From an optimization exercise on the open Yosys and OpenROAD flow, aimed at small area, a short achievable clock period and few clock cycles; shortcuts taken in it are not production practice. At most, simulation tests tie the RTL to the original design; equivalence was not proved. The RTL of runs 1 and 2 was laid out without a check of its function. Power is estimated from default activity; no workload was simulated.

===== constraint.sdc =====
create_clock -name core_clock -period 10.0 [get_ports {clk}]
set_input_delay 2.0000 -clock core_clock [delete_from_list [all_inputs] [get_ports {clk}]]
set_output_delay 2.0000 -clock core_clock [all_outputs]
set_load 0.01 [all_outputs]

===== flow/run.sh =====
#!/bin/bash
set -o pipefail
export BUFFER_PORTS_ARGS="-buffer_cell sky130_fd_sc_hd__buf_2"
export SETUP_SLACK_MARGIN=6.8
bash standard.sh > standard.log 2>&1
status=$?
tail -n 40 standard.log
exit $status

===== standard.sh =====
#!/bin/bash
# synth_recipe.tcl (not shown) runs the flow's synth.tcl, then flattens the netlist and writes it again
# the make line also repeats each setting of config.mk as NAME=value (left out here)
make -C /OpenROAD-flow-scripts/flow DESIGN_CONFIG=/design/flow/config.mk WORK_HOME=/design/flow/orfs CLKGATE_MAP_FILE= SYNTH_SCRIPT=/design/flow/synth_recipe.tcl "${@:-finish}"

===== design.v =====
module lpr_tone_rom_half (
    input  wire [5:0]  lohi,
    output wire [39:0] e
);
    wire [63:0] sel = 64'd1 << lohi;
    assign e[0] = |(sel & 64'h0000C02020D8281A);
    assign e[1] = |(sel & 64'h0000C0E010C8E4F6);
    assign e[2] = |(sel & 64'h000000C0D0E0C4D6);
    assign e[3] = |(sel & 64'h000000001000F8EA);
    assign e[4] = |(sel & 64'h0080808060888874);
    assign e[5] = |(sel & 64'h008040A0D0A0A0D6);
    assign e[6] = |(sel & 64'h00800040E048B4E2);
    assign e[7] = |(sel & 64'h0080C020D0D86CD0);
    assign e[8] = |(sel & 64'h0080C0002028F022);
    assign e[9] = |(sel & 64'h000080A0A0A8A05C);
    assign e[10] = |(sel & 64'h000000C0C0303866);
    assign e[11] = |(sel & 64'h008040A0A09864DC);
    assign e[12] = |(sel & 64'h0000802020C0A47A);
    assign e[13] = |(sel & 64'h0000002020F8207A);
    assign e[14] = |(sel & 64'h000000202000D882);
    assign e[15] = |(sel & 64'h0000C0E0103030CC);
    assign e[16] = |(sel & 64'h0000C00010E8E8D8);
    assign e[17] = |(sel & 64'h008080A04050508E);
    assign e[18] = |(sel & 64'h008080A00000FC8C);
    assign e[19] = |(sel & 64'h0000002080787808);
    assign e[20] = |(sel & 64'h0000C0E0C040BCCC);
    assign e[21] = |(sel & 64'h0000C0E03048F4C4);
    assign e[22] = |(sel & 64'h0080408060289CAC);
    assign e[23] = |(sel & 64'h008000A0D020B4A4);
    assign e[24] = |(sel & 64'h0080004010C0A8B8);
    assign e[25] = |(sel & 64'h000080608068D42A);
    assign e[26] = |(sel & 64'h00000080E088E034);
    assign e[27] = |(sel & 64'h0000C0C0C0303806);
    assign e[28] = |(sel & 64'h008080808040BC44);
    assign e[29] = |(sel & 64'h00808060601858E0);
    assign e[30] = |(sel & 64'h0000C0A0A040BCA4);
    assign e[31] = |(sel & 64'h000000C03068D4CC);
    assign e[32] = |(sel & 64'h008040A090D84C5C);
    assign e[33] = |(sel & 64'h000080C020906896);
    assign e[34] = |(sel & 64'h00000000C0E07018);
    assign e[35] = |(sel & 64'h00000000000080E0);
    assign e[36] = |(sel & 64'h0080C0E0F0F8FCFE);
    assign e[37] = |(sel & 64'h00808040D0C818D8);
    assign e[38] = |(sel & 64'h0080C0E0A070A0E4);
    assign e[39] = |(sel & 64'h0080C020F0286CAA);
endmodule
module lpr_tone_fold (
    input  wire [5:0] addr,
    output wire [5:0] lohi,
    output wire       swap,
    output wire       diag
);
    wire [2:0] row = addr[5:3];
    wire [2:0] col = addr[2:0];
    assign swap = (row > col);
    assign diag = (row == col);
    assign lohi = swap ? {col, row} : {row, col};
endmodule
module lpr_tone_unfold (
    input  wire [39:0] e,
    input  wire        swap,
    input  wire        diag,
    output wire [39:0] data
);
    assign data = diag ? {4'd1, 36'd0}
                : swap ? {e[39:36], 4'd11 - e[35:32], ~e[31:0]}
                : e;
endmodule
module lpr_tone_rom (
    input  wire [5:0]  addr,
    output wire [39:0] data
);
    wire [5:0]  lohi;
    wire        swap, diag;
    wire [39:0] e;
    lpr_tone_fold     u_fold   (.addr(addr), .lohi(lohi), .swap(swap), .diag(diag));
    lpr_tone_rom_half u_half   (.lohi(lohi), .e(e));
    lpr_tone_unfold   u_unfold (.e(e), .swap(swap), .diag(diag), .data(data));
endmodule
module lpr_tune #(
    parameter [6:0] CFG_BASE_NOTE = 7'd24,
    parameter [6:0] CFG_PB_RANGE  = 7'd1,
    parameter       CFG_ZONE      = 1'b0,
    parameter [6:0] CFG_NUMCH     = 7'd15
) (
    input  wire        clk,
    input  wire        rst,
    input  wire        cmd_valid,
    input  wire [31:0] cmd,
    output wire        cmd_ready,
    output reg         resp_valid,
    output reg  [63:0] resp
);
    assign cmd_ready = 1'b1;
    wire [5:0] lohi0;
    wire       swap0, diag0;
    lpr_tone_fold u_fold0 (.addr(cmd[25:20]), .lohi(lohi0), .swap(swap0), .diag(diag0));
    reg       v1;
    reg [5:0] op1;
    reg [5:0] addr1;
    reg       swap1, diag1;
    reg [6:0] imm1;
    reg       zlo1;       
    always @(posedge clk) begin
        if (rst) v1 <= 1'b0;
        else     v1 <= cmd_valid;
        op1   <= cmd[31:26];
        addr1 <= cmd[25:20];
        swap1 <= swap0;
        diag1 <= diag0;
        imm1  <= cmd[19:13];
        zlo1  <= (cmd[12:0] == 13'd0);
    end
    wire z_a    = (addr1 == 6'd0);
    wire z_i    = (imm1 == 7'd0);
    wire z_all  = z_a && z_i && zlo1;
    wire z_addr = z_i && zlo1;
    wire z_imm  = z_a && zlo1;
    wire is_nop  = (op1 == 6'h00) && z_all;
    wire is_base = (op1 == 6'h01) && z_imm;
    wire is_rng  = (op1 == 6'h02) && z_imm;
    wire is_get  = (op1 == 6'h03) && z_addr;
    wire is_rom  = (op1 == 6'h04) && z_addr;
    wire is_stat = (op1 == 6'h15) && z_all;
    wire is_pre  = is_rng && z_i;
    wire is_ill  = !(is_nop || is_base || is_rng || is_get || is_rom || is_stat);
    reg [6:0] base_note;
    reg [6:0] pb_range;
    reg       sticky;
    reg [2:0] rng_e;
    reg [5:0] rng_n;
    reg [2:0] e_i;
    always @(*) begin
        casez (imm1)
            7'b1??????: e_i = 3'd6;
            7'b01?????: e_i = 3'd5;
            7'b001????: e_i = 3'd4;
            7'b0001???: e_i = 3'd3;
            7'b00001??: e_i = 3'd2;
            7'b000001?: e_i = 3'd1;
            default:    e_i = 3'd0;
        endcase
    end
    wire [6:0] rn_i = imm1 << (3'd6 - e_i);
    always @(posedge clk) begin
        if (rst) begin
            base_note <= CFG_BASE_NOTE;
            pb_range  <= CFG_PB_RANGE;
            rng_e     <= 3'd0;
            rng_n     <= 6'd0;
            sticky    <= 1'b0;
        end else if (v1) begin
            if (is_base) base_note <= imm1;
            if (is_rng && !z_i) begin
                pb_range <= imm1;
                rng_e    <= e_i;
                rng_n    <= rn_i[5:0];
            end
            if (is_ill || is_pre) sticky <= 1'b1;
        end
    end
    reg [12:0] m_tab;
    always @(*) begin
        case (rng_n)
            6'd0 : m_tab = 13'd0;
            6'd1 : m_tab = 13'd7940;
            6'd2 : m_tab = 13'd7696;
            6'd3 : m_tab = 13'd7459;
            6'd4 : m_tab = 13'd7229;
            6'd5 : m_tab = 13'd7007;
            6'd6 : m_tab = 13'd6788;
            6'd7 : m_tab = 13'd6577;
            6'd8 : m_tab = 13'd6372;
            6'd9 : m_tab = 13'd6173;
            6'd10: m_tab = 13'd5980;
            6'd11: m_tab = 13'd5790;
            6'd12: m_tab = 13'd5606;
            6'd13: m_tab = 13'd5426;
            6'd14: m_tab = 13'd5252;
            6'd15: m_tab = 13'd5082;
            6'd16: m_tab = 13'd4916;
            6'd17: m_tab = 13'd4754;
            6'd18: m_tab = 13'd4596;
            6'd19: m_tab = 13'd4442;
            6'd20: m_tab = 13'd4292;
            6'd21: m_tab = 13'd4145;
            6'd22: m_tab = 13'd4001;
            6'd23: m_tab = 13'd3861;
            6'd24: m_tab = 13'd3724;
            6'd25: m_tab = 13'd3590;
            6'd26: m_tab = 13'd3459;
            6'd27: m_tab = 13'd3331;
            6'd28: m_tab = 13'd3206;
            6'd29: m_tab = 13'd3084;
            6'd30: m_tab = 13'd2964;
            6'd31: m_tab = 13'd2846;
            6'd32: m_tab = 13'd2732;
            6'd33: m_tab = 13'd2619;
            6'd34: m_tab = 13'd2508;
            6'd35: m_tab = 13'd2400;
            6'd36: m_tab = 13'd2295;
            6'd37: m_tab = 13'd2191;
            6'd38: m_tab = 13'd2089;
            6'd39: m_tab = 13'd1989;
            6'd40: m_tab = 13'd1892;
            6'd41: m_tab = 13'd1795;
            6'd42: m_tab = 13'd1701;
            6'd43: m_tab = 13'd1608;
            6'd44: m_tab = 13'd1518;
            6'd45: m_tab = 13'd1428;
            6'd46: m_tab = 13'd1341;
            6'd47: m_tab = 13'd1256;
            6'd48: m_tab = 13'd1171;
            6'd49: m_tab = 13'd1088;
            6'd50: m_tab = 13'd1007;
            6'd51: m_tab = 13'd928;
            6'd52: m_tab = 13'd848;
            6'd53: m_tab = 13'd771;
            6'd54: m_tab = 13'd695;
            6'd55: m_tab = 13'd620;
            6'd56: m_tab = 13'd547;
            6'd57: m_tab = 13'd474;
            6'd58: m_tab = 13'd403;
            6'd59: m_tab = 13'd334;
            6'd60: m_tab = 13'd265;
            6'd61: m_tab = 13'd197;
            6'd62: m_tab = 13'd131;
            6'd63: m_tab = 13'd65;
            default: m_tab = 13'd0;
        endcase
    end
    reg [12:0] ml;      
    reg [2:0]  msh;     
    always @(posedge clk) begin
        ml  <= m_tab;
        msh <= rng_e + {2'd0, (rng_n != 6'd0)};
    end
    wire [5:0]  lohi1 = swap1 ? {addr1[2:0], addr1[5:3]} : addr1;    
    wire [39:0] e1, rd1;
    lpr_tone_rom_half u_half   (.lohi(lohi1), .e(e1));
    lpr_tone_unfold   u_unfold (.e(e1), .swap(swap1), .diag(diag1), .data(rd1));
    reg        v2, get2, rom2, stat2, err2, ill2;
    reg [39:0] rd2;
    always @(posedge clk) begin
        if (rst) v2 <= 1'b0;
        else     v2 <= v1;
        get2  <= is_get;
        rom2  <= is_rom;
        stat2 <= is_stat;
        err2  <= is_ill | is_pre;
        ill2  <= is_ill;
        rd2   <= rd1;
    end
    wire [7:0] note_sum = {1'b0, base_note} + {4'd0, rd2[35:32]};
    wire [6:0] note_sat = note_sum[7] ? 7'd127 : note_sum[6:0];
    wire [12:0] dd = rd2[31:19];
    wire fs0 = 1'b1 ^ (dd[12] & ml[0]);
    wire fc0 = 1'b1 & (dd[12] & ml[0]);
    wire fs1 = (dd[12] & ml[1]) ^ (dd[11] & ml[2]);
    wire fc1 = (dd[12] & ml[1]) & (dd[11] & ml[2]);
    wire fs2 = (dd[11] & ml[0]) ^ (dd[10] & ml[1]) ^ (dd[9] & ml[2]);
    wire fc2 = ((dd[11] & ml[0]) & (dd[10] & ml[1])) | ((dd[9] & ml[2]) & ((dd[11] & ml[0]) ^ (dd[10] & ml[1])));
    wire fs3 = (dd[8] & ml[3]) ^ (dd[7] & ml[4]);
    wire fc3 = (dd[8] & ml[3]) & (dd[7] & ml[4]);
    wire fs4 = (dd[11] & ml[1]) ^ (dd[10] & ml[2]) ^ (dd[9] & ml[3]);
    wire fc4 = ((dd[11] & ml[1]) & (dd[10] & ml[2])) | ((dd[9] & ml[3]) & ((dd[11] & ml[1]) ^ (dd[10] & ml[2])));
    wire fs5 = (dd[8] & ml[4]) ^ (dd[7] & ml[5]) ^ (dd[6] & ml[6]);
    wire fc5 = ((dd[8] & ml[4]) & (dd[7] & ml[5])) | ((dd[6] & ml[6]) & ((dd[8] & ml[4]) ^ (dd[7] & ml[5])));
    wire fs6 = (dd[5] & ml[7]) ^ (dd[4] & ml[8]) ^ (dd[3] & ml[9]);
    wire fc6 = ((dd[5] & ml[7]) & (dd[4] & ml[8])) | ((dd[3] & ml[9]) & ((dd[5] & ml[7]) ^ (dd[4] & ml[8])));
    wire fs7 = (dd[10] & ml[3]) ^ (dd[9] & ml[4]) ^ (dd[8] & ml[5]);
    wire fc7 = ((dd[10] & ml[3]) & (dd[9] & ml[4])) | ((dd[8] & ml[5]) & ((dd[10] & ml[3]) ^ (dd[9] & ml[4])));
    wire fs8 = (dd[7] & ml[6]) ^ (dd[6] & ml[7]) ^ (dd[5] & ml[8]);
    wire fc8 = ((dd[7] & ml[6]) & (dd[6] & ml[7])) | ((dd[5] & ml[8]) & ((dd[7] & ml[6]) ^ (dd[6] & ml[7])));
    wire fs9 = (dd[4] & ml[9]) ^ (dd[3] & ml[10]) ^ (dd[2] & ml[11]);
    wire fc9 = ((dd[4] & ml[9]) & (dd[3] & ml[10])) | ((dd[2] & ml[11]) & ((dd[4] & ml[9]) ^ (dd[3] & ml[10])));
    wire fs10 = (dd[1] & ml[12]) ^ dd[0];
    wire fc10 = (dd[1] & ml[12]) & dd[0];
    wire fs11 = (dd[12] & ml[2]) ^ (dd[11] & ml[3]) ^ (dd[10] & ml[4]);
    wire fc11 = ((dd[12] & ml[2]) & (dd[11] & ml[3])) | ((dd[10] & ml[4]) & ((dd[12] & ml[2]) ^ (dd[11] & ml[3])));
    wire fs12 = (dd[9] & ml[5]) ^ (dd[8] & ml[6]) ^ (dd[7] & ml[7]);
    wire fc12 = ((dd[9] & ml[5]) & (dd[8] & ml[6])) | ((dd[7] & ml[7]) & ((dd[9] & ml[5]) ^ (dd[8] & ml[6])));
    wire fs13 = (dd[6] & ml[8]) ^ (dd[5] & ml[9]) ^ (dd[4] & ml[10]);
    wire fc13 = ((dd[6] & ml[8]) & (dd[5] & ml[9])) | ((dd[4] & ml[10]) & ((dd[6] & ml[8]) ^ (dd[5] & ml[9])));
    wire fs14 = (dd[3] & ml[11]) ^ (dd[2] & ml[12]) ^ dd[1];
    wire fc14 = ((dd[3] & ml[11]) & (dd[2] & ml[12])) | (dd[1] & ((dd[3] & ml[11]) ^ (dd[2] & ml[12])));
    wire fs15 = (dd[12] & ml[3]) ^ (dd[11] & ml[4]) ^ (dd[10] & ml[5]);
    wire fc15 = ((dd[12] & ml[3]) & (dd[11] & ml[4])) | ((dd[10] & ml[5]) & ((dd[12] & ml[3]) ^ (dd[11] & ml[4])));
    wire fs16 = (dd[9] & ml[6]) ^ (dd[8] & ml[7]) ^ (dd[7] & ml[8]);
    wire fc16 = ((dd[9] & ml[6]) & (dd[8] & ml[7])) | ((dd[7] & ml[8]) & ((dd[9] & ml[6]) ^ (dd[8] & ml[7])));
    wire fs17 = (dd[6] & ml[9]) ^ (dd[5] & ml[10]) ^ (dd[4] & ml[11]);
    wire fc17 = ((dd[6] & ml[9]) & (dd[5] & ml[10])) | ((dd[4] & ml[11]) & ((dd[6] & ml[9]) ^ (dd[5] & ml[10])));
    wire fs18 = (dd[12] & ml[4]) ^ (dd[11] & ml[5]) ^ (dd[10] & ml[6]);
    wire fc18 = ((dd[12] & ml[4]) & (dd[11] & ml[5])) | ((dd[10] & ml[6]) & ((dd[12] & ml[4]) ^ (dd[11] & ml[5])));
    wire fs19 = (dd[9] & ml[7]) ^ (dd[8] & ml[8]) ^ (dd[7] & ml[9]);
    wire fc19 = ((dd[9] & ml[7]) & (dd[8] & ml[8])) | ((dd[7] & ml[9]) & ((dd[9] & ml[7]) ^ (dd[8] & ml[8])));
    wire fs20 = (dd[12] & ml[5]) ^ (dd[11] & ml[6]) ^ (dd[10] & ml[7]);
    wire fc20 = ((dd[12] & ml[5]) & (dd[11] & ml[6])) | ((dd[10] & ml[7]) & ((dd[12] & ml[5]) ^ (dd[11] & ml[6])));
    wire fs21 = (dd[6] & ml[5]) ^ (dd[5] & ml[6]) ^ (dd[4] & ml[7]);
    wire fc21 = ((dd[6] & ml[5]) & (dd[5] & ml[6])) | ((dd[4] & ml[7]) & ((dd[6] & ml[5]) ^ (dd[5] & ml[6])));
    wire fs22 = (dd[3] & ml[8]) ^ (dd[2] & ml[9]);
    wire fc22 = (dd[3] & ml[8]) & (dd[2] & ml[9]);
    wire fs23 = (dd[2] & ml[10]) ^ (dd[1] & ml[11]) ^ (dd[0] & ml[12]);
    wire fc23 = ((dd[2] & ml[10]) & (dd[1] & ml[11])) | ((dd[0] & ml[12]) & ((dd[2] & ml[10]) ^ (dd[1] & ml[11])));
    wire fs24 = fs0 ^ fs6 ^ fs5;
    wire fc24 = (fs0 & fs6) | (fs5 & (fs0 ^ fs6));
    wire fs25 = fs4 ^ fc3;
    wire fc25 = fs4 & fc3;
    wire fs26 = fs1 ^ fc0 ^ fs10;
    wire fc26 = (fs1 & fc0) | (fs10 & (fs1 ^ fc0));
    wire fs27 = fs9 ^ fs8 ^ fs7;
    wire fc27 = (fs9 & fs8) | (fs7 & (fs9 ^ fs8));
    wire fs28 = fc6 ^ fc5 ^ fc4;
    wire fc28 = (fc6 & fc5) | (fc4 & (fc6 ^ fc5));
    wire fs29 = fc1 ^ fs14 ^ fs13;
    wire fc29 = (fc1 & fs14) | (fs13 & (fc1 ^ fs14));
    wire fs30 = fs12 ^ fs11 ^ fc10;
    wire fc30 = (fs12 & fs11) | (fc10 & (fs12 ^ fs11));
    wire fs31 = fc9 ^ fc8 ^ fc7;
    wire fc31 = (fc9 & fc8) | (fc7 & (fc9 ^ fc8));
    wire fs32 = (dd[3] & ml[12]) ^ dd[2] ^ fs17;
    wire fc32 = ((dd[3] & ml[12]) & dd[2]) | (fs17 & ((dd[3] & ml[12]) ^ dd[2]));
    wire fs33 = fs16 ^ fs15 ^ fc14;
    wire fc33 = (fs16 & fs15) | (fc14 & (fs16 ^ fs15));
    wire fs34 = fc13 ^ fc12 ^ fc11;
    wire fc34 = (fc13 & fc12) | (fc11 & (fc13 ^ fc12));
    wire fs35 = (dd[6] & ml[10]) ^ (dd[5] & ml[11]) ^ (dd[4] & ml[12]);
    wire fc35 = ((dd[6] & ml[10]) & (dd[5] & ml[11])) | ((dd[4] & ml[12]) & ((dd[6] & ml[10]) ^ (dd[5] & ml[11])));
    wire fs36 = dd[3] ^ fs19 ^ fs18;
    wire fc36 = (dd[3] & fs19) | (fs18 & (dd[3] ^ fs19));
    wire fs37 = fc17 ^ fc16 ^ fc15;
    wire fc37 = (fc17 & fc16) | (fc15 & (fc17 ^ fc16));
    wire fs38 = (dd[9] & ml[8]) ^ (dd[8] & ml[9]) ^ (dd[7] & ml[10]);
    wire fc38 = ((dd[9] & ml[8]) & (dd[8] & ml[9])) | ((dd[7] & ml[10]) & ((dd[9] & ml[8]) ^ (dd[8] & ml[9])));
    wire fs39 = (dd[6] & ml[11]) ^ (dd[5] & ml[12]) ^ dd[4];
    wire fc39 = ((dd[6] & ml[11]) & (dd[5] & ml[12])) | (dd[4] & ((dd[6] & ml[11]) ^ (dd[5] & ml[12])));
    wire fs40 = fs20 ^ fc19 ^ fc18;
    wire fc40 = (fs20 & fc19) | (fc18 & (fs20 ^ fc19));
    wire fs41 = (dd[12] & ml[6]) ^ (dd[11] & ml[7]) ^ (dd[10] & ml[8]);
    wire fc41 = ((dd[12] & ml[6]) & (dd[11] & ml[7])) | ((dd[10] & ml[8]) & ((dd[12] & ml[6]) ^ (dd[11] & ml[7])));
    wire fs42 = (dd[9] & ml[9]) ^ (dd[8] & ml[10]) ^ (dd[7] & ml[11]);
    wire fc42 = ((dd[9] & ml[9]) & (dd[8] & ml[10])) | ((dd[7] & ml[11]) & ((dd[9] & ml[9]) ^ (dd[8] & ml[10])));
    wire fs43 = (dd[6] & ml[12]) ^ dd[5] ^ fc20;
    wire fc43 = ((dd[6] & ml[12]) & dd[5]) | (fc20 & ((dd[6] & ml[12]) ^ dd[5]));
    wire fs44 = (dd[12] & ml[7]) ^ (dd[11] & ml[8]) ^ (dd[10] & ml[9]);
    wire fc44 = ((dd[12] & ml[7]) & (dd[11] & ml[8])) | ((dd[10] & ml[9]) & ((dd[12] & ml[7]) ^ (dd[11] & ml[8])));
    wire fs45 = (dd[9] & ml[10]) ^ (dd[8] & ml[11]) ^ (dd[7] & ml[12]);
    wire fc45 = ((dd[9] & ml[10]) & (dd[8] & ml[11])) | ((dd[7] & ml[12]) & ((dd[9] & ml[10]) ^ (dd[8] & ml[11])));
    wire fs46 = (dd[12] & ml[8]) ^ (dd[11] & ml[9]) ^ (dd[10] & ml[10]);
    wire fc46 = ((dd[12] & ml[8]) & (dd[11] & ml[9])) | ((dd[10] & ml[10]) & ((dd[12] & ml[8]) ^ (dd[11] & ml[9])));
    wire fs47 = (dd[1] & ml[10]) ^ (dd[0] & ml[11]) ^ fs3;
    wire fc47 = ((dd[1] & ml[10]) & (dd[0] & ml[11])) | (fs3 & ((dd[1] & ml[10]) ^ (dd[0] & ml[11])));
    wire fs48 = fc2 ^ fs25 ^ fs24;
    wire fc48 = (fc2 & fs25) | (fs24 & (fc2 ^ fs25));
    wire fs49 = fs23 ^ fc22;
    wire fc49 = fs23 & fc22;
    wire fs50 = fs28 ^ fs27 ^ fs26;
    wire fc50 = (fs28 & fs27) | (fs26 & (fs28 ^ fs27));
    wire fs51 = fc25 ^ fc24 ^ fc23;
    wire fc51 = (fc25 & fc24) | (fc23 & (fc25 ^ fc24));
    wire fs52 = fs31 ^ fs30 ^ fs29;
    wire fc52 = (fs31 & fs30) | (fs29 & (fs31 ^ fs30));
    wire fs53 = fc28 ^ fc27 ^ fc26;
    wire fc53 = (fc28 & fc27) | (fc26 & (fc28 ^ fc27));
    wire fs54 = fs34 ^ fs33 ^ fs32;
    wire fc54 = (fs34 & fs33) | (fs32 & (fs34 ^ fs33));
    wire fs55 = fc31 ^ fc30 ^ fc29;
    wire fc55 = (fc31 & fc30) | (fc29 & (fc31 ^ fc30));
    wire fs56 = fs37 ^ fs36 ^ fs35;
    wire fc56 = (fs37 & fs36) | (fs35 & (fs37 ^ fs36));
    wire fs57 = fc34 ^ fc33 ^ fc32;
    wire fc57 = (fc34 & fc33) | (fc32 & (fc34 ^ fc33));
    wire fs58 = fs40 ^ fs39 ^ fs38;
    wire fc58 = (fs40 & fs39) | (fs38 & (fs40 ^ fs39));
    wire fs59 = fc37 ^ fc36 ^ fc35;
    wire fc59 = (fc37 & fc36) | (fc35 & (fc37 ^ fc36));
    wire fs60 = fs43 ^ fs42 ^ fs41;
    wire fc60 = (fs43 & fs42) | (fs41 & (fs43 ^ fs42));
    wire fs61 = fc40 ^ fc39 ^ fc38;
    wire fc61 = (fc40 & fc39) | (fc38 & (fc40 ^ fc39));
    wire fs62 = dd[6] ^ fs45 ^ fs44;
    wire fc62 = (dd[6] & fs45) | (fs44 & (dd[6] ^ fs45));
    wire fs63 = fc43 ^ fc42 ^ fc41;
    wire fc63 = (fc43 & fc42) | (fc41 & (fc43 ^ fc42));
    wire fs64 = (dd[9] & ml[11]) ^ (dd[8] & ml[12]) ^ dd[7];
    wire fc64 = ((dd[9] & ml[11]) & (dd[8] & ml[12])) | (dd[7] & ((dd[9] & ml[11]) ^ (dd[8] & ml[12])));
    wire fs65 = fs46 ^ fc45 ^ fc44;
    wire fc65 = (fs46 & fc45) | (fc44 & (fs46 ^ fc45));
    wire fs66 = (dd[12] & ml[9]) ^ (dd[11] & ml[10]) ^ (dd[10] & ml[11]);
    wire fc66 = ((dd[12] & ml[9]) & (dd[11] & ml[10])) | ((dd[10] & ml[11]) & ((dd[12] & ml[9]) ^ (dd[11] & ml[10])));
    wire fs67 = (dd[9] & ml[12]) ^ dd[8] ^ fc46;
    wire fc67 = ((dd[9] & ml[12]) & dd[8]) | (fc46 & ((dd[9] & ml[12]) ^ dd[8]));
    wire fs68 = (dd[12] & ml[10]) ^ (dd[11] & ml[11]) ^ (dd[10] & ml[12]);
    wire fc68 = ((dd[12] & ml[10]) & (dd[11] & ml[11])) | ((dd[10] & ml[12]) & ((dd[12] & ml[10]) ^ (dd[11] & ml[11])));
    wire fs69 = fs2 ^ fs22;
    wire fc69 = fs2 & fs22;
    wire fs70 = fc21 ^ fs49 ^ fs48;
    wire fc70 = (fc21 & fs49) | (fs48 & (fc21 ^ fs49));
    wire fs71 = fs51 ^ fs50 ^ fc49;
    wire fc71 = (fs51 & fs50) | (fc49 & (fs51 ^ fs50));
    wire fs72 = fs53 ^ fs52 ^ fc51;
    wire fc72 = (fs53 & fs52) | (fc51 & (fs53 ^ fs52));
    wire fs73 = fs55 ^ fs54 ^ fc53;
    wire fc73 = (fs55 & fs54) | (fc53 & (fs55 ^ fs54));
    wire fs74 = fs57 ^ fs56 ^ fc55;
    wire fc74 = (fs57 & fs56) | (fc55 & (fs57 ^ fs56));
    wire fs75 = fs59 ^ fs58 ^ fc57;
    wire fc75 = (fs59 & fs58) | (fc57 & (fs59 ^ fs58));
    wire fs76 = fs61 ^ fs60 ^ fc59;
    wire fc76 = (fs61 & fs60) | (fc59 & (fs61 ^ fs60));
    wire fs77 = fs63 ^ fs62 ^ fc61;
    wire fc77 = (fs63 & fs62) | (fc61 & (fs63 ^ fs62));
    wire fs78 = fs65 ^ fs64 ^ fc63;
    wire fc78 = (fs65 & fs64) | (fc63 & (fs65 ^ fs64));
    wire fs79 = fs67 ^ fs66 ^ fc65;
    wire fc79 = (fs67 & fs66) | (fc65 & (fs67 ^ fs66));
    wire fs80 = dd[9] ^ fs68 ^ fc67;
    wire fc80 = (dd[9] & fs68) | (fc67 & (dd[9] ^ fs68));
    wire fs81 = (dd[12] & ml[11]) ^ (dd[11] & ml[12]) ^ dd[10];
    wire fc81 = ((dd[12] & ml[11]) & (dd[11] & ml[12])) | (dd[10] & ((dd[12] & ml[11]) ^ (dd[11] & ml[12])));
    reg        v3, get3, rom3, stat3, err3, ill3;
    reg [42:0] pl3;
    reg [6:0]  aux3;
    always @(posedge clk) begin
        if (rst) v3 <= 1'b0;
        else     v3 <= v2;
        get3  <= get2;
        rom3  <= rom2;
        stat3 <= stat2;
        err3  <= err2;
        ill3  <= ill2;
        pl3   <= get2  ? {{dd[12], (dd[12] & ml[12]), dd[11], fc81, fc68, fs81, fc80, fc66, fs80, fc79, fc64, fs79, fc78, fc62, fs78, fc77, fc60, fs77, fc76, fc58, fs76, fc75, fc56, fs75, fc74, fc54, fs74, fc73, fc52, fs73, fc72, fc50, fs72, fc71, fc48, fs71, fc70, fc47, fs70, fc69, fs21, fs47, fs69}}
               : stat2 ? {35'd0, pb_range, sticky}
               : {3'd0, rd2};
        aux3  <= stat2 ? base_note : note_sat;
    end
    wire fs82 = pl3[2] ^ pl3[1];
    wire fc82 = pl3[2] & pl3[1];
    wire fs83 = pl3[5] ^ pl3[4] ^ pl3[3];
    wire fc83 = (pl3[5] & pl3[4]) | (pl3[3] & (pl3[5] ^ pl3[4]));
    wire fs84 = pl3[8] ^ pl3[7] ^ pl3[6];
    wire fc84 = (pl3[8] & pl3[7]) | (pl3[6] & (pl3[8] ^ pl3[7]));
    wire fs85 = pl3[11] ^ pl3[10] ^ pl3[9];
    wire fc85 = (pl3[11] & pl3[10]) | (pl3[9] & (pl3[11] ^ pl3[10]));
    wire fs86 = pl3[14] ^ pl3[13] ^ pl3[12];
    wire fc86 = (pl3[14] & pl3[13]) | (pl3[12] & (pl3[14] ^ pl3[13]));
    wire fs87 = pl3[17] ^ pl3[16] ^ pl3[15];
    wire fc87 = (pl3[17] & pl3[16]) | (pl3[15] & (pl3[17] ^ pl3[16]));
    wire fs88 = pl3[20] ^ pl3[19] ^ pl3[18];
    wire fc88 = (pl3[20] & pl3[19]) | (pl3[18] & (pl3[20] ^ pl3[19]));
    wire fs89 = pl3[23] ^ pl3[22] ^ pl3[21];
    wire fc89 = (pl3[23] & pl3[22]) | (pl3[21] & (pl3[23] ^ pl3[22]));
    wire fs90 = pl3[26] ^ pl3[25] ^ pl3[24];
    wire fc90 = (pl3[26] & pl3[25]) | (pl3[24] & (pl3[26] ^ pl3[25]));
    wire fs91 = pl3[29] ^ pl3[28] ^ pl3[27];
    wire fc91 = (pl3[29] & pl3[28]) | (pl3[27] & (pl3[29] ^ pl3[28]));
    wire fs92 = pl3[32] ^ pl3[31] ^ pl3[30];
    wire fc92 = (pl3[32] & pl3[31]) | (pl3[30] & (pl3[32] ^ pl3[31]));
    wire fs93 = pl3[35] ^ pl3[34] ^ pl3[33];
    wire fc93 = (pl3[35] & pl3[34]) | (pl3[33] & (pl3[35] ^ pl3[34]));
    wire fs94 = pl3[38] ^ pl3[37] ^ pl3[36];
    wire fc94 = (pl3[38] & pl3[37]) | (pl3[36] & (pl3[38] ^ pl3[37]));
    wire fs95 = pl3[41] ^ pl3[40] ^ pl3[39];
    wire fc95 = (pl3[41] & pl3[40]) | (pl3[39] & (pl3[41] ^ pl3[40]));
    wire [15:0] sx3 = {1'b0, fc95, fc94, fc93, fc92, fc91, fc90, fc89, fc88, fc87, fc86, fc85, fc84, fc83, fc82, fs82};
    wire [15:0] sy3 = {1'b0, pl3[42], fs95, fs94, fs93, fs92, fs91, fs90, fs89, fs88, fs87, fs86, fs85, fs84, fs83, pl3[0]};
    wire [15:0] prod = sx3 + sy3;    
    wire [13:0] p_hi = prod[15:2];
    wire [12:0] q = p_hi >> msh;
    wire [63:0] r_get  = {18'd0, aux3, 1'b1, q, 25'd0};
    wire [63:0] r_rom  = {2'd0, pl3[39:32], 22'd0, pl3[31:0]};
    wire [63:0] r_stat = {11'd0, pl3[0], CFG_ZONE, aux3, pl3[7:1], CFG_NUMCH, 30'd0};
    wire [63:0] r_next = {err3, ill3, 62'd0}
                       | (get3  ? r_get  : 64'd0)
                       | (rom3  ? r_rom  : 64'd0)
                       | (stat3 ? r_stat : 64'd0);
    always @(posedge clk) begin
        if (rst) resp_valid <= 1'b0;
        else     resp_valid <= v3;
        resp <= r_next;
    end
endmodule

===== config.mk =====
export PLATFORM = sky130hd
export DESIGN_NAME = lpr_tune
export DESIGN_NICKNAME = lpr_tune
export VERILOG_FILES = /design/flow/design.v
export SDC_FILE = /design/flow/constraint.sdc
export NUM_CORES = 4
export LEC_CHECK = 0
export ABC_AREA = 1
export CAP_MARGIN = 20
export CORE_MARGIN = 2
export CORE_UTILIZATION = 40
export CTS_CLUSTER_DIAMETER = 150
export CTS_CLUSTER_SIZE = 24
export SLEW_MARGIN = 20

==> results of run 1 <==
-- cell type report --
cell class                      count  share of cell area (%)
Multi-Input combinational cell   1424                   53.18
Sequential cell                   228                   30.00
Inverter                          302                   7.406
Tap cell                          455                   3.719
Timing Repair Buffer              103                   3.466
Clock buffer                       13                   2.125
Clock inverter                      1                  0.1063
-- report_power, final --
part / switching (mW) / total (mW) / internal (mW)
combinational: 0.894 / 1.36 / 0.468
sequential: 0.148 / 1.19 / 1.04
clock: 0.302 / 0.539 / 0.238
-- registers in the layout, summed over array words and instances, names as in the netlist, 7 cells and up --
| signal | count |
|---|---|
| resp | 62 |
| ml | 13 |
| rd2 | 40 |
| pl3 | 43 |
| aux3 | 7 |
| imm1 | 7 |
| base_note | 7 |
| pb_range | 7 |
-- synthesized netlist by cell type, drive strengths merged, types with 2 or more instances --
cell / instances
nand2: 595
a22oi: 3
nand4: 25
nor3: 27
buf: 17
ha: 46
and2: 7
inv: 301
or2: 4
o211ai: 10
dfxtp: 228
a41oi: 2
clkbuf: 61
xnor2: 2
a31oi: 5
conb: 2
nor4: 4
nand3: 179
a32oi: 3
a211oi: 3
o31ai: 3
a221oi: 2
o21ai: 82
a22o: 3
xor2: 6
a21oi: 85
nor2: 214
nand3b: 6
o221ai: 5
fa: 88
o22ai: 4
-- per-layer routing --
layer / global-route usage (%) / up-vias / part of all wire, %
met5: 0 / - / 0
met4: 7.546 / 0 / 3.3
met3: 2.691 / 76 / 5.4
met2: 38.31 / 467 / 45
met1: 33.18 / 5977 / 46
li1: - / 6420 / -
-- final timing paths --
check / start / slack (ns) / cells after the start / to
worst max register to register: rd2[29] / 6.93 / 8 / pl3[7]
worst min register to register: rom2 / 0.33 / 0 / rom3
worst min-delay path: rom2 / 0.33 / 0 / rom3
worst max-delay path: rd2[29] / 6.93 / 8 / pl3[7]
-- metrics by stage --
stage                     instances  area [um2]  power [mW]
after global placement         2512       14940       2.542
final                          2526       15310       3.087
after global routing           2526       15310       3.340
after CTS                      2526       15280       3.104
after detailed placement       2512       14940       2.558
after floorplan                2032       14180       2.166
-- cells by family after synthesis --
| kind of cell | after synthesis | share of synthesized area [%] |
|---|---|---|
| XOR/XNOR | 8 | 0.4943 |
| flip-flops | 228 | 32.20 |
| AO/OA/AOI/OAI | 215 | 8.844 |
| adder cells (fa/ha/maj) | 134 | 16.49 |
| other | 2 | 0.05298 |
| AND/OR/NAND/NOR | 1064 | 31.51 |
| buffers and inverters | 380 | 10.41 |
-- what timing repair did --
item,CTS,global route
endpoints found under the hold margin,0,0
buffers inserted,0,0
endpoints found under the setup margin,3,10
gates resized for setup,4,16
-- critical path: cells and delay by family, from the launching register on --
family / cells / cell delay, ns
AND/OR/NAND/NOR: 1 / 0.12
AO/OA/AOI/OAI: 1 / 0.08
flip-flops: 1 / 0.58
buffers and inverters: 2 / 0.12
adder cells (fa/ha/maj): 4 / 2.05
==> results.json, run 1 <==
{
  "outcome": "no timing/DRC/antenna violations",
  "fin_skew_ns": 0.02179,
  "diodes": 0,
  "setup_viol": 0,
  "cts_buffers": 13,
  "grtUsageTotal_pct": 23.73,
  "gp_congestion": 0.9390,
  "worstPathRequired_ns": 10.35,
  "die_x_um": 192.3,
  "wl_um": 43480,
  "worst_slew_pin_slew_ns": 0.9836,
  "htree_levels": 1,
  "crit_top_cell": "fa_1",
  "end_kind": "flop",
  "max_stage_delay_ns": 0.58,
  "drv_cap": 0,
  "layout_commonest_cell": "nand2_1",
  "final_cell_mix": "591 x nand2_1, 297 x inv_1, 210 x dfxtp_1",
  "place_ws_ns": 6.737,
  "hold_viol": 0,
  "area_growth_pct": 7.970,
  "crit_path_top_delay_cell": "dfxtp_2",
  "avgSynthCellArea_um2": 6.980,
  "peakVddDrop_uv": 188.6,
  "syn_inst": 2031,
  "start_util_pct": 40.84,
  "layout.nets": 2241,
  "arrival_ns": 3.42,
  "fp-row-count": 68,
  "num_vias": 12940,
  "grt_max_degree": 46,
  "hp-class": "reg2reg",
  "regArea_mm2": 0.004592,
  "synth_ff_type": "dfxtp_1",
  "holdWs_ns": 0.3332,
  "holdBufCountCts": 0,
  "synth.top_cells.by_area": "dfxtp_1 32%, nand2_1 16%, fa_1 12%",
  "path_cells": "nand2_1 -> fa_1 -> inv_1 -> fa_1 -> fa_1 -> inv_1 -> fa_1 -> a22oi_1",
  "drv_slew": 0,
  "synth_area_mm2": 0.01418,
  "final_core_util_pct": 44.09,
  "finalCritPeriodShare_pct": 30.68,
  "place_hpwl_um": 34550,
  "grt_antenna_before_repair": 0,
  "yosysSeqAreaShare_pct": 32.20,
  "power.leakage_nw": 8.393,
  "numPortBuffers": 97,
  "synth_cell_types": 54,
  "crit_fanout": 14,
  "yosys_warnings": 1,
  "max_freq_mhz": 326.0,
  "multiInputGateArea_mm2": 0.008139,
  "cts_sinks": 228,
  "synth_area_leader_cell": "dfxtp_1",
  "dr.pass1.iters": 6,
  "rsz0062_at_grt": "true",
  "cts_tree": "built",
  "grt_pass1_wl_um": 68400,
  "fillers": 3599,
  "wire_per_inst_um": 17.21,
  "setup_tns_ns": 0,
  "fin_crit_ns": 3.068,
  "synth_top_area_share_pct": 32.20,
  "critical_path_class": "reg2reg",
  "drt_iter0_drc": 1141,
  "drive_gt1_share_pct": 8.305,
  "synth-edff-count": 0,
  "drc": 0,
  "async_flop_share_pct": 0,
  "viasPerCell": 5.123,
  "cts_buffer_depth": 3,
  "cts-root-buf": "clkbuf_16",
  "insertion_delay_ns": 0.49,
  "first_global_vias": 12320,
  "clk_pin_slew_ns": 0.10,
  "core_mm2": 0.03471,
  "ant_nets": 0,
  "die_y_um": 192.3,
  "crit_path_start_kind": "flop",
  "ys_seq_elements": 228,
  "finalWorstSetupSlack_ns": 6.932,
  "overflow": 0,
  "num_io_pins": 101,
  "powerDensity_mw_per_mm2": 201.7,
  "slew-limit-headroom_pct": 34.34,
  "die_area_mm2": 0.03696
}
==> run 2: changes to the inputs <==
--- a/config.mk
+++ b/config.mk
@@ -9,6 +9,6 @@
 export CAP_MARGIN = 20
 export CORE_MARGIN = 2
 export CORE_UTILIZATION = 40
-export CTS_CLUSTER_DIAMETER = 150
-export CTS_CLUSTER_SIZE = 24
+export CTS_CLUSTER_DIAMETER = 100
+export CTS_CLUSTER_SIZE = 30
 export SLEW_MARGIN = 20
==> run 2 against run 1 <==
Clock skew up 0.013 ns. Hold slack worse by 0.0018 ns. Sequential cell count unchanged. Clock-buffer cell count up 1. Sequential power about the same. Critical endpoint unchanged. Non-clock buffer count unchanged. Largest cell class unchanged. Clock power up 17%. Synthesized cell count unchanged. Area after synthesis unchanged. Core utilization up 0.31 points. Sequential share of layout area down 0.19 points. Critical path type unchanged. Power up 3.0%.
==> results.json, run 2 <==
{
  "viasPerCell": 5.122,
  "synth_cell_types": 54,
  "slew-limit-headroom_pct": 34.15,
  "worstPathRequired_ns": 10.35,
  "area_growth_pct": 8.738,
  "rsz0062_at_grt": "true",
  "fin_cells": 2533,
  "cts_buffer_depth": 3,
  "layout_commonest_cell": "nand2_1",
  "clk_pin_slew_ns": 0.11,
  "start_util_pct": 40.84,
  "cts-root-buf": "clkbuf_16",
  "num_vias": 12974,
  "fin_crit_ns": 3.053,
  "yosys_warnings": 1,
  "path_cells": "nand2_1 -> fa_1 -> inv_1 -> fa_1 -> fa_1 -> inv_1 -> fa_1 -> a22oi_1",
  "hold_path_end": "resp[62]",
  "max_stage_delay_ns": 0.56,
  "place_ws_ns": 6.737,
  "insertion_delay_ns": 0.51,
  "dp_cells": 2512,
  "synth_top_area_share_pct": 32.20,
  "setup_tns_ns": 0,
  "synth_area_leader_cell": "dfxtp_1",
  "outcome": "no timing/DRC/antenna violations",
  "first_global_vias": 12342,
  "powerDensity_mw_per_mm2": 206.3,
  "largest_register_ffs": 62,
  "place_hpwl_um": 34550,
  "htree_levels": 1,
  "hp-class": "reg2reg",
  "crit_path_start_kind": "flop",
  "hold_viol": 0,
  "overflow": 0,
  "synth.top_cells.by_area": "dfxtp_1 32%, nand2_1 16%, fa_1 12%",
  "rrSetupSlack_ns": 6.95,
  "cts_tree": "built",
  "cts_buffers": 13,
  "fp-row-count": 68,
  "cts_sinks": 228,
  "r2r_cells": 8,
  "layout.nets": 2241,
  "biggestRegsByFlops": "resp: 62 flops, pl3: 43 flops, rd2: 40 flops",
  "die_y_um": 192.3,
  "async_flop_share_pct": 0,
  "crit_top_cell": "fa_1",
  "synth_ff_type": "dfxtp_1",
  "grt_pass1_wl_um": 68370,
  "grt_max_degree": 46,
  "dr.pass1.iters": 6,
  "avgSynthCellArea_um2": 6.980,
  "crit_fanout": 14,
  "fin_skew_ns": 0.03462,
  "peakVddDrop_uv": 137.9,
  "core_mm2": 0.03471,
  "whs_path_depth": 0,
  "finalWorstSetupSlack_ns": 6.947,
  "synth.most_common_cell": "nand2_1",
  "power.leakage_nw": 8.444,
  "die_x_um": 192.3,
  "drv_cap": 0,
  "end_kind": "flop",
  "cts_setup_buffers": 0,
  "numPortBuffers": 97,
  "arrival_ns": 3.40,
  "timing.rr.start": "rd2[29]",
  "multiInputGateArea_mm2": 0.008139,
  "max_freq_mhz": 327.5,
  "fillers": 3602,
  "final_core_util_pct": 44.41,
  "grtUsageTotal_pct": 23.73,
  "die_area_mm2": 0.03696,
  "synthTopCellsByCount": "591 x nand2_1, 297 x inv_1, 228 x dfxtp_1",
  "wire_per_inst_um": 17.16,
  "ys_seq_elements": 228,
  "synth-edff-count": 0,
  "regMostFlops": "resp",
  "gp_congestion": 0.9390,
  "yosysSeqAreaShare_pct": 32.20,
  "drc": 0,
  "num_io_pins": 101,
  "regArea_mm2": 0.004596,
  "hold_start": "ill3",
  "grt_antenna_before_repair": 1,
  "wl_um": 43470,
  "power.total_mw": 3.180,
  "worst_slew_pin_slew_ns": 0.9867,
  "crit_path_top_delay_cell": "dfxtp_2",
  "finalCritPeriodShare_pct": 30.53,
  "ant_nets": 0,
  "final_cell_mix": "591 x nand2_1, 297 x inv_1, 209 x dfxtp_1",
  "synth_area_mm2": 0.01418,
  "drv_slew": 0,
  "critical_path_class": "reg2reg",
  "setup_viol": 0,
  "syn_inst": 2031,
  "drive_gt1_share_pct": 8.618,
  "reg2reg_to": "pl3[7]",
  "drt_iter0_drc": 1202
}
-- run 2: final cells by class --
class	count	area share, %
multi-input combinational	1424	52.80
sequential	228	29.81
inverter	302	7.354
tap	455	3.693
timing repair buffer	103	3.442
clock buffer	14	2.200
clock inverter	6	0.6818
antenna	1	0.01623
-- run 2: through the flow --
| stage | hold slack [ns] | cell area, um2 |
|---|---|---|
| 2_1_floorplan | 0.3096 | 14180 |
| 3_3_place_gp | 0.3133 | 14940 |
| 3_5_place_dp | 0.3121 | 14940 |
| 4_1_cts | 0.3315 | 15390 |
| 5_1_grt | 0.3296 | 15410 |
| 6_report | 0.3314 | 15410 |
-- run 2: metal layers --
layer | up-vias | share of wire (%) | GRT usage (%)
met5 | - | 0 | 0
met3 | 85 | 5.8 | 2.837
met2 | 458 | 45 | 38.53
met1 | 6000 | 46 | 32.88
li1 | 6431 | - | -
met4 | 0 | 3.2 | 7.604
-- run 2: how the worst max path moves through the flow --
stage	start	endpoint	slack [ns]	cells after the start
after global routing	ml[9]	pl3[4]	6.80	8
after detailed placement	rd2[29]	pl3[7]	6.74	8
after floorplan	rd2[27]	pl3[7]	6.93	9
after global placement	rd2[29]	pl3[7]	6.77	8
after CTS	rd2[30]	pl3[16]	6.82	8
final	rd2[29]	pl3[7]	6.95	8
-- run 2: worst max-delay path, delay by kind of cell (launching register included) --
kind	cells	cell delay [ns]
adder cells (fa/ha/maj)	4	2.04
flip-flops	1	0.56
buffers and inverters	2	0.12
AND/OR/NAND/NOR	1	0.11
AO/OA/AOI/OAI	1	0.08
-- run 2: report_power, final --
part | switching, mW | internal [mW] | total [mW]
clock | 0.338 | 0.291 | 0.629
combinational | 0.897 | 0.469 | 1.37
sequential | 0.148 | 1.04 | 1.19
total | 1.38 | 1.80 | 3.18
-- run 2: timing repair --
| item | 4_1_cts | 5_1_grt |
|---|---|---|
| hold buffers | 0 | 0 |
| pin swaps | 0 | 0 |
| setup endpoints to repair | 3 | 10 |
| cloned | 0 | 0 |
| endpoints found under the hold margin | 0 | 0 |
| gates resized for setup | 5 | 17 |
-- run 2: logic make-up after synthesis --
group / after synthesis / share of synthesized area (%)
flops: 228 / 32.20
xor+xnor: 8 / 0.4943
other cells: 2 / 0.05298
compound gates: 215 / 8.844
fa+ha+maj: 134 / 16.49
simple gates: 1064 / 31.51
buf+inv: 380 / 10.41
==> run 3: changes to the inputs <==
--- a/design.v
+++ b/design.v
@@ -39,7 +39,7 @@
     assign e[33] = |(sel & 64'h000080C020906896);
     assign e[34] = |(sel & 64'h00000000C0E07018);
     assign e[35] = |(sel & 64'h00000000000080E0);
-    assign e[36] = |(sel & 64'h0080C0E0F0F8FCFE);
+    assign e[36] = |(sel & 64'h80C0E0F0F8FCFEFF);
     assign e[37] = |(sel & 64'h00808040D0C818D8);
     assign e[38] = |(sel & 64'h0080C0E0A070A0E4);
     assign e[39] = |(sel & 64'h0080C020F0286CAA);
@@ -47,35 +47,30 @@
 module lpr_tone_fold (
     input  wire [5:0] addr,
     output wire [5:0] lohi,
-    output wire       swap,
-    output wire       diag
+    output wire       swap
 );
     wire [2:0] row = addr[5:3];
     wire [2:0] col = addr[2:0];
     assign swap = (row > col);
-    assign diag = (row == col);
     assign lohi = swap ? {col, row} : {row, col};
 endmodule
 module lpr_tone_unfold (
     input  wire [39:0] e,
     input  wire        swap,
-    input  wire        diag,
     output wire [39:0] data
 );
-    assign data = diag ? {4'd1, 36'd0}
-                : swap ? {e[39:36], 4'd11 - e[35:32], ~e[31:0]}
-                : e;
+    assign data = swap ? {e[39:36], 4'd11 - e[35:32], ~e[31:0]} : e;
 endmodule
 module lpr_tone_rom (
     input  wire [5:0]  addr,
     output wire [39:0] data
 );
     wire [5:0]  lohi;
-    wire        swap, diag;
+    wire        swap;
     wire [39:0] e;
-    lpr_tone_fold     u_fold   (.addr(addr), .lohi(lohi), .swap(swap), .diag(diag));
+    lpr_tone_fold     u_fold   (.addr(addr), .lohi(lohi), .swap(swap));
     lpr_tone_rom_half u_half   (.lohi(lohi), .e(e));
-    lpr_tone_unfold   u_unfold (.e(e), .swap(swap), .diag(diag), .data(data));
+    lpr_tone_unfold   u_unfold (.e(e), .swap(swap), .data(data));
 endmodule
 module lpr_tune #(
     parameter [6:0] CFG_BASE_NOTE = 7'd24,
@@ -93,12 +88,12 @@
 );
     assign cmd_ready = 1'b1;
     wire [5:0] lohi0;
-    wire       swap0, diag0;
-    lpr_tone_fold u_fold0 (.addr(cmd[25:20]), .lohi(lohi0), .swap(swap0), .diag(diag0));
+    wire       swap0;
+    lpr_tone_fold u_fold0 (.addr(cmd[25:20]), .lohi(lohi0), .swap(swap0));
     reg       v1;
     reg [5:0] op1;
     reg [5:0] addr1;
-    reg       swap1, diag1;
+    reg       swap1;
     reg [6:0] imm1;
     reg       zlo1;       
     always @(posedge clk) begin
@@ -107,7 +102,6 @@
         op1   <= cmd[31:26];
         addr1 <= cmd[25:20];
         swap1 <= swap0;
-        diag1 <= diag0;
         imm1  <= cmd[19:13];
         zlo1  <= (cmd[12:0] == 13'd0);
     end
@@ -238,7 +232,7 @@
     wire [5:0]  lohi1 = swap1 ? {addr1[2:0], addr1[5:3]} : addr1;    
     wire [39:0] e1, rd1;
     lpr_tone_rom_half u_half   (.lohi(lohi1), .e(e1));
-    lpr_tone_unfold   u_unfold (.e(e1), .swap(swap1), .diag(diag1), .data(rd1));
+    lpr_tone_unfold   u_unfold (.e(e1), .swap(swap1), .data(rd1));
     reg        v2, get2, rom2, stat2, err2, ill2;
     reg [39:0] rd2;
     always @(posedge clk) begin
--- a/config.mk
+++ b/config.mk
@@ -8,7 +8,7 @@
 export ABC_AREA = 1
 export CAP_MARGIN = 20
 export CORE_MARGIN = 2
-export CORE_UTILIZATION = 40
-export CTS_CLUSTER_DIAMETER = 100
-export CTS_CLUSTER_SIZE = 30
+export CORE_UTILIZATION = 60
+export CTS_CLUSTER_DIAMETER = 150
+export CTS_CLUSTER_SIZE = 24
 export SLEW_MARGIN = 20
==> run 3 against run 2 <==
Still clean on timing, DRC and antenna. Clock power decreased by 17%. Non-clock buffer count unchanged. Combinational power increased by 8%. Fmax decreased by 0.45%. Cell count decreased by 8.5%. Largest power group unchanged.
==> results.json, run 3 <==
{
  "outcome": "no timing/DRC/antenna violations",
  "synth_top_area_share_pct": 32.38,
  "synthTopCellsByCount": "554 x nand2_1, 292 x inv_1, 227 x dfxtp_1",
  "regMostFlops": "resp",
  "layout_commonest_cell": "nand2_1",
  "place_area_mm2": 0.01466,
  "worst_slew_pin_slew_ns": 0.9444,
  "grt_max_degree": 60,
  "synth_simple_gate_area_share_pct": 30.29,
  "grtUsageTotal_pct": 34.59,
  "arrival_ns": 3.42,
  "wire_per_inst_um": 18.27,
  "synth_ff_type": "dfxtp_1",
  "gp_congestion": 1.037,
  "yosysSeqAreaShare_pct": 32.38,
  "p_sw_share_pct": 44.25,
  "power.internal_mw": 1.789,
  "holdWs_ns": 0.3334,
  "biggestRegsByFlops": "resp: 62 flops, pl3: 43 flops, rd2: 40 flops",
  "area_growth_pct": 7.051,
  "synth.top_cells.by_area": "dfxtp_1 32%, nand2_1 15%, fa_1 13%",
  "synthMuxAreaShare_pct": 0,
  "drv_slew": 0,
  "synth.most_common_cell": "nand2_1",
  "setup_viol": 0,
  "cts_sinks": 227,
  "end_kind": "flop",
  "htree_levels": 1,
  "synth-edff-count": 0,
  "critPathTopFamily": "adder cells",
  "grt_antenna_before_repair": 2,
  "synth_cell_types": 53,
  "insertion_delay_ns": 0.48,
  "peakVddDrop_uv": 170.5,
  "fin_area_mm2": 0.01503,
  "cp.buffers_inverters": 2,
  "cts_buffers": 13,
  "fin_crit_ns": 3.067,
  "cts_buffer_depth": 3,
  "final_core_util_pct": 65.97,
  "place_hpwl_um": 33390,
  "pwr-share-comb_pct": 46.3,
  "p_clk_share_pct": 16.3,
  "die_y_um": 157.0,
  "rsz0062_at_grt": "false",
  "viasPerCell": 5.776,
  "hold_viol": 0,
  "start_util_pct": 61.62,
  "power.total_mw": 3.210,
  "first_global_vias": 12690,
  "num_io_pins": 101,
  "path_cells": "nand2_1 -> fa_1 -> inv_1 -> fa_1 -> fa_1 -> inv_1 -> fa_1 -> a22oi_1",
  "powerDensity_mw_per_mm2": 213.6,
  "async_flop_share_pct": 0,
  "synth_area_mm2": 0.01404,
  "numPortBuffers": 97,
  "overflow": 0,
  "ant_nets": 0,
  "finalCritPeriodShare_pct": 30.67,
  "layout.nets": 2173,
  "crit_fanout": 7,
  "wl_um": 42340,
  "drt_iter0_drc": 1671,
  "dr.pass1.iters": 8,
  "drc": 0,
  "die_x_um": 157.0,
  "seqPwrFrac_pct": 37.4,
  "final_cell_mix": "554 x nand2_1, 292 x inv_1, 211 x dfxtp_1",
  "synth_xor_area_share_pct": 1.810,
  "crit_path_top_delay_cell": "fa_1",
  "avgSynthCellArea_um2": 7.180,
  "yosys_warnings": 1,
  "setup_tns_ns": 0,
  "num_vias": 13383,
  "crit_top_cell": "fa_1",
  "syn_inst": 1955,
  "max_freq_mhz": 326.0,
  "fp-row-count": 55,
  "ys_seq_elements": 227,
  "synthAdderAreaFrac_pct": 16.65,
  "core_mm2": 0.02278,
  "synth_top_family_by_area": "simple AND/OR/NAND/NOR gates",
  "hp-class": "reg2reg",
  "max_stage_delay_ns": 0.55,
  "grt_pass1_wl_um": 66580,
  "slew-limit-headroom_pct": 36.95,
  "synth_area_leader_cell": "dfxtp_1",
  "cts-root-buf": "clkbuf_16",
  "worstPathRequired_ns": 10.35,
  "crit_path_start_kind": "flop",
  "synth_compound_area_share_pct": 8.602,
  "die_area_mm2": 0.02463,
  "fin_skew_ns": 0.02357,
  "cts_tree": "built",
  "drv_cap": 0,
  "clk_pin_slew_ns": 0.09,
  "largest_register_ffs": 62,
  "drive_gt1_share_pct": 9.436,
  "p_sw_mw": 1.420,
  "power.leakage_nw": 8.321,
  "critical_path_class": "reg2reg"
}
-- run 3: changes by cell type after synthesis, moves of 6 or more --
cell / delta
a21oi_1: -9
nor2_1: -55
inv_2: +6
nand2_1: -37
nor3_1: +6
clkbuf_1: -6
xor2_1: +20
-- run 3: what timing repair did --
action | 4_1_cts | 5_1_grt
buffers inserted | 0 | 0
setup endpoints to repair | 2 | 11
hold buffers | 0 | 0
endpoints found under the hold margin | 0 | 0
pin swaps | 0 | 0
resized for setup | 4 | 11
-- run 3: routing by layer --
| metal | vias to the layer above | share of wire [%] | global-route usage (%) |
|---|---|---|---|
| met5 | - | 0.024 | 0 |
| met4 | 2 | 5.4 | 15.51 |
| met3 | 155 | 8.8 | 5.507 |
| met2 | 775 | 47 | 57.56 |
| met1 | 6221 | 39 | 44.49 |
| li1 | 6230 | - | - |
-- run 3: final timing paths --
| path | startpoint | endpoint | slack, ns | depth (start not counted) |
|---|---|---|---|---|
| max | ml[5] | pl3[7] | 6.93 | 8 |
| min | err3 | resp[63] | 0.33 | 0 |
| max reg2reg | ml[5] | pl3[7] | 6.93 | 8 |
| min reg2reg | err3 | resp[63] | 0.33 | 0 |
-- run 3: cell families after synthesis --
family	Yosys count
buffers and inverters	372
AOI/OAI and AO/OA	203
xor gates and xnor gates	29
and+or+nand+nor	988
adders and majority gates	134
other	2
DFF	227
-- run 3: layout make-up --
type	count	area (um2)
Antenna cell	1	2.502
Clock buffer	13	325.3
Clock inverter	1	16.27
Fill cell	1955	7752
Inverter	302	1134
Multi-Input combinational cell	1357	8061
Sequential cell	227	4564
Tap cell	313	391.6
Timing Repair Buffer	103	530.5
-- run 3: power groups by stage --
stage / Clock [mW] / Sequential [mW] / Combinational, mW
floorplan: 0 / 1.13 / 1.13
global placement: 0 / 1.21 / 1.42
detailed placement: 0 / 1.22 / 1.46
CTS: 0.529 / 1.20 / 1.46
global route: 0.556 / 1.22 / 1.67
finish: 0.523 / 1.20 / 1.48
-- run 3: per-stage QoR --
step                      setup WS [ns]  std cells
after CTS                         6.831       2316
after global placement            6.805       2302
after global routing              6.813       2316
after detailed placement          6.758       2302
final                             6.933       2317
after floorplan                   6.932       1956
Testbench counts of run 3, summed over its fixed seeds: cycles 2,592.
==> run 4: changes to the inputs <==
--- a/config.mk
+++ b/config.mk
@@ -8,7 +8,7 @@
 export ABC_AREA = 1
 export CAP_MARGIN = 20
 export CORE_MARGIN = 2
-export CORE_UTILIZATION = 60
+export CORE_UTILIZATION = 40
 export CTS_CLUSTER_DIAMETER = 150
 export CTS_CLUSTER_SIZE = 24
 export SLEW_MARGIN = 20
==> run 4 against run 3 <==
Still clean. Worst setup slack improved by 0.0027 ns. First-iteration DRC count fell by 35%. Die area rose by 49%. Highest routed layer is now met4.
==> results.json, run 4 <==
{
  "outcome": "no timing/DRC/antenna violations",
  "final_cell_mix": "554 x nand2_1, 292 x inv_1, 208 x dfxtp_1",
  "power.leakage_nw": 8.316,
  "cts_tree": "built",
  "drt_iter0_drc": 1086,
  "holdBufCountCts": 0,
  "diodes": 0,
  "final_core_util_pct": 44.03,
  "htree_levels": 1,
  "cts_sinks": 227,
  "first_global_vias": 12122,
  "path_cells": "nand2_1 -> fa_1 -> fa_1 -> fa_1 -> inv_1 -> fa_1 -> nor2_1 -> a21oi_1",
  "synth_cell_types": 53,
  "dr.pass1.iters": 5,
  "cts_buffers": 13,
  "worst_slew_pin_slew_ns": 0.9449,
  "drc": 0,
  "finalCritPeriodShare_pct": 30.65,
  "clk_pin_slew_ns": 0.10,
  "die_area_mm2": 0.03660,
  "grtUsageTotal_pct": 24.04,
  "worstPathRequired_ns": 10.42,
  "ant_nets": 0,
  "ys_seq_elements": 227,
  "start_util_pct": 40.63,
  "numPortBuffers": 97,
  "use_met1_pct": 33.54,
  "num_vias": 12601,
  "rsz0062_at_grt": "false",
  "fin_skew_ns": 0.02053,
  "cts_buffer_depth": 3,
  "grtUsageMet2_pct": 39.31,
  "insertion_delay_ns": 0.49,
  "avgSynthCellArea_um2": 7.180,
  "slew-limit-headroom_pct": 36.92,
  "hp-class": "reg2reg",
  "crit_top_cell": "fa_1",
  "fin_area_mm2": 0.01521,
  "arrival_ns": 3.49,
  "place_area_mm2": 0.01483,
  "synth_area_mm2": 0.01404,
  "die_y_um": 191.3,
  "async_flop_share_pct": 0,
  "yosysSeqAreaShare_pct": 32.38,
  "wire_per_inst_um": 17.73,
  "synth_area_leader_cell": "dfxtp_1",
  "synthTopCellsByCount": "554 x nand2_1, 292 x inv_1, 227 x dfxtp_1",
  "crit_fanout": 10,
  "grt_antenna_before_repair": 0,
  "fp-row-count": 68,
  "fin_crit_ns": 3.065,
  "synth_top_area_share_pct": 32.38,
  "num_io_pins": 101,
  "synth.top_cells.by_area": "dfxtp_1 32%, nand2_1 15%, fa_1 13%",
  "end_kind": "flop",
  "die_x_um": 191.3,
  "synth-edff-count": 0,
  "biggestRegsByFlops": "resp: 62 flops, pl3: 43 flops, rd2: 40 flops",
  "regMostFlops": "resp",
  "crit_path_start_kind": "flop",
  "overflow": 0,
  "syn_inst": 1955,
  "core_mm2": 0.03454,
  "critical_path_class": "reg2reg",
  "layout.nets": 2171,
  "cts_resized": 2,
  "place_hpwl_um": 34840,
  "drv_slew": 0,
  "cts-root-buf": "clkbuf_16",
  "setup_tns_ns": 0,
  "power.total_mw": 3.203,
  "drv_cap": 0,
  "setup_viol": 0,
  "largest_register_ffs": 62,
  "drive_gt1_share_pct": 9.540,
  "hold_viol": 0,
  "max_stage_delay_ns": 0.56,
  "area_growth_pct": 8.352,
  "grt_max_degree": 60,
  "max_freq_mhz": 326.3,
  "yosys_warnings": 1,
  "layout_commonest_cell": "nand2_1",
  "peakVddDrop_uv": 203.3,
  "crit_path_top_delay_cell": "fa_1",
  "viasPerCell": 5.129,
  "powerDensity_mw_per_mm2": 210.6,
  "gp_congestion": 0.9617,
  "top_usage_layer": "met2",
  "met3_usage_pct": 2.276,
  "synth.most_common_cell": "nand2_1",
  "synth_ff_type": "dfxtp_1",
  "wl_um": 43570,
  "cts_setup_buffers": 0,
  "grt_pass1_wl_um": 68510
}
run 4: path summary, 6_finish.rpt:
check	start	slack [ns]	cells after the start	end
setup / recovery	rd2[25]	6.94	8	pl3[4]
hold / removal	err3	0.33	0	resp[63]
setup reg to reg	rd2[25]	6.94	8	pl3[4]
hold reg to reg	err3	0.33	0	resp[63]
run 4: critical path: cells and delay by family (launching register included):
family / cells / cell delay (ns)
DFF: 1 / 0.50
adders and majority gates: 4 / 2.14
and+or+nand+nor: 2 / 0.16
AOI/OAI and AO/OA: 1 / 0.15
buffers and inverters: 1 / 0.06
run 4: logic make-up after synthesis:
family	count (synthesis)	share of synthesized area, %
flip-flops	227	32.38
other	2	0.05351
buffers and inverters	372	10.22
XOR/XNOR	29	1.810
adder cells (fa/ha/maj)	134	16.65
AO/OA/AOI/OAI	203	8.602
AND/OR/NAND/NOR	988	30.29
run 4: final cells by class:
class / count / area (um2)
Tap cell: 455 / 569.3
Fill cell: 3679 / 19330
Inverter: 302 / 1134
Timing Repair Buffer: 101 / 519.2
Multi-Input combinational cell: 1357 / 8068
Sequential cell: 227 / 4568
Clock inverter: 2 / 25.02
Clock buffer: 13 / 325.3
run 4: per-layer routing:
layer / routed length, um / up-vias
li1: - / 6199
met1: 19990 / 5917
met2: 20130 / 421
met3: 2179 / 64
met4: 1276 / 0
met5: 0 / -
run 4: metrics by stage:
step                      worst slack (ns)  std cells  hold WS (ns)
after detailed placement             6.775       2442        0.3136
after global placement               6.796       2442        0.3120
after floorplan                      6.932       1956        0.3096
after CTS                            6.809       2457        0.3354
final                                6.935       2457        0.3327
after global routing                 6.797       2457        0.3468
run 4: power breakdown:
part           internal, mW  leakage [nW]  total, mW  switching [mW]
sequential             1.04          1.87       1.21           0.161
combinational         0.506          6.27       1.47           0.959
clock                 0.239         0.172      0.533           0.293
total                  1.79          8.32       3.20            1.41
==> run 5: changes to the inputs <==
==> flow/run.sh (replaced) <==
#!/bin/bash
set -o pipefail
export BUFFER_PORTS_ARGS="-buffer_cell sky130_fd_sc_hd__buf_2"
export SETUP_SLACK_MARGIN=7.3
bash standard.sh > standard.log 2>&1
status=$?
tail -n 40 standard.log
exit $status
==> run 5 against run 4 <==
First-iteration DRC count is 0.37% higher. Clock power is essentially flat. Combinational power rose by 14%. Global-route usage rose by 0.053 points. Fmax increased by 4.2%.
==> results.json, run 5 <==
{
  "slew-limit-headroom_pct": 49.94,
  "synth_area_mm2": 0.01404,
  "clk_pin_slew_ns": 0.10,
  "end_kind": "output pin",
  "cts_buffers": 13,
  "routed.top_layer": "met4",
  "biggestRegsByFlops": "resp: 62 flops, pl3: 43 flops, rd2: 40 flops",
  "max_stage_delay_ns": 0.33,
  "grtUsageTotal_pct": 24.10,
  "crit_path_top_delay_cell": "dfxtp_1",
  "outcome": "no timing/DRC/antenna violations",
  "cp.buffers_inverters": 1,
  "layout_commonest_cell": "nand2_1",
  "die_area_mm2": 0.03660,
  "num_vias": 13036,
  "ys_seq_elements": 227,
  "hp-class": "reg2reg",
  "yosysSeqAreaShare_pct": 32.38,
  "holdWs_ns": 0.3340,
  "dp_cells": 2443,
  "fillers": 3509,
  "place_hpwl_um": 34760,
  "ant_nets": 0,
  "htree_levels": 1,
  "critPathTopFamily": "flip-flops",
  "power.total_mw": 3.404,
  "final_cell_mix": "532 x nand2_1, 284 x inv_1, 175 x dfxtp_1",
  "drv_cap": 0,
  "p_sw_share_pct": 43.72,
  "drv_slew": 0,
  "pwr-share-comb_pct": 49.2,
  "syn_inst": 1955,
  "power.leakage_nw": 8.668,
  "dr.pass1.iters": 7,
  "cts_tree": "built",
  "regArea_mm2": 0.004659,
  "fin_cells": 2504,
  "holdBufCountCts": 0,
  "finalCritPeriodShare_pct": 29.40,
  "cts_buffer_depth": 3,
  "insertion_delay_ns": 0.49,
  "fp-row-count": 68,
  "overflow": 0,
  "arrival_ns": 0.94,
  "critical_path_class": "reg2out",
  "fin_crit_ns": 2.940,
  "async_flop_share_pct": 0,
  "multiInputGateArea_mm2": 0.008274,
  "regMostFlops": "resp",
  "peakVddDrop_uv": 214.0,
  "synth_ff_type": "dfxtp_1",
  "wire_per_inst_um": 17.76,
  "powerDensity_mw_per_mm2": 211.6,
  "place_ws_ns": 6.998,
  "cts_sinks": 227,
  "numPortBuffers": 97,
  "crit_path_start_kind": "flop",
  "start_util_pct": 40.63,
  "rsz0062_at_grt": "true",
  "wl_um": 44470,
  "avgSynthCellArea_um2": 7.180,
  "dr_wl_met2_um": 20730,
  "synth.top_cells.by_area": "dfxtp_1 32%, nand2_1 15%, fa_1 13%",
  "final_core_util_pct": 46.57,
  "seqPwrFrac_pct": 35.2,
  "area_growth_pct": 14.60,
  "largest_register_ffs": 62,
  "drt_iter0_drc": 1090,
  "yosys_warnings": 1,
  "synth_cell_types": 53,
  "worstPathRequired_ns": 8.00
}
## run 5: cell counts after synthesis
Identical to the previous run, type by type.
## run 5: power by group through the flow
stage          logic [mW]  clock network (mW)  registers [mW]
6_report             1.67               0.534            1.20
3_5_place_dp         1.45                   0            1.24
3_3_place_gp         1.44                   0            1.24
5_1_grt              1.89               0.589            1.21
4_1_cts              1.55               0.554            1.20
2_1_floorplan        1.15                   0            1.14
## run 5: final cells by class
cell class,instances,share of cell area (%)
repair buffers,148,6.861
inverters,302,7.047
well taps,455,3.539
flip-flops and latches,227,28.97
multi-input cells,1357,51.44
clock inverters,1,0.1011
clock buffers,14,2.046
## run 5: kinds of logic after synthesis
kind of cell               count (synthesis)  share of synthesized area, %
xor gates and xnor gates                  29                         1.810
DFF                                      227                         32.38
adders and majority gates                134                         16.65
and+or+nand+nor                          988                         30.29
other                                      2                       0.05351
AOI/OAI and AO/OA                        203                         8.602
buffers and inverters                    372                         10.22
## run 5: repair_timing
| item | in CTS | in global routing |
|---|---|---|
| pin swaps | 21 | 27 |
| resized for setup | 72 | 90 |
| endpoints found under the setup margin | 118 | 131 |
| buffers inserted | 34 | 12 |
| hold endpoints to repair | 0 | 0 |
## run 5: worst paths after layout
path,end,start,cells after the start
max,resp[54],resp[54],1
min,resp[62],ill3,0
min reg2reg,resp[62],ill3,0
max reg2reg,pl3[7],rd2[23],9
## run 5: routing by layer
layer	vias to the layer above	global-route usage, %
met3	94	2.625
li1	6314	-
met1	6155	32.80
met2	473	39.73
met4	0	8.166
met5	-	0

[afterwards: timing with drivers on the ports]
How much do the figures lean on ideal ports? The routed layouts below were timed once more, with nothing changed but the port constraints.
Step 1 assumes that a clkbuf_16 drives the clock port and a buf_2 every other input.
Step 2 times the ports against the registers' clock, not the clock port: input delays grow and output delays shrink by t, the midpoint of the rising clock arrivals with the driver on.
a / b / c = no drivers / after step 1 / after step 2; a / b = the first two.
run	t (ns)	setup slack, ns
run 1	0.538	6.932 / 6.932 / 6.932
run 2	0.548	6.947 / 6.947 / 6.947
run 3	0.518	6.933 / 6.933 / 6.933
run 4	0.534	6.935 / 6.935 / 6.935
run 5	0.532	7.060 / 7.004 / 7.061
After both steps every run listed still meets setup and hold.
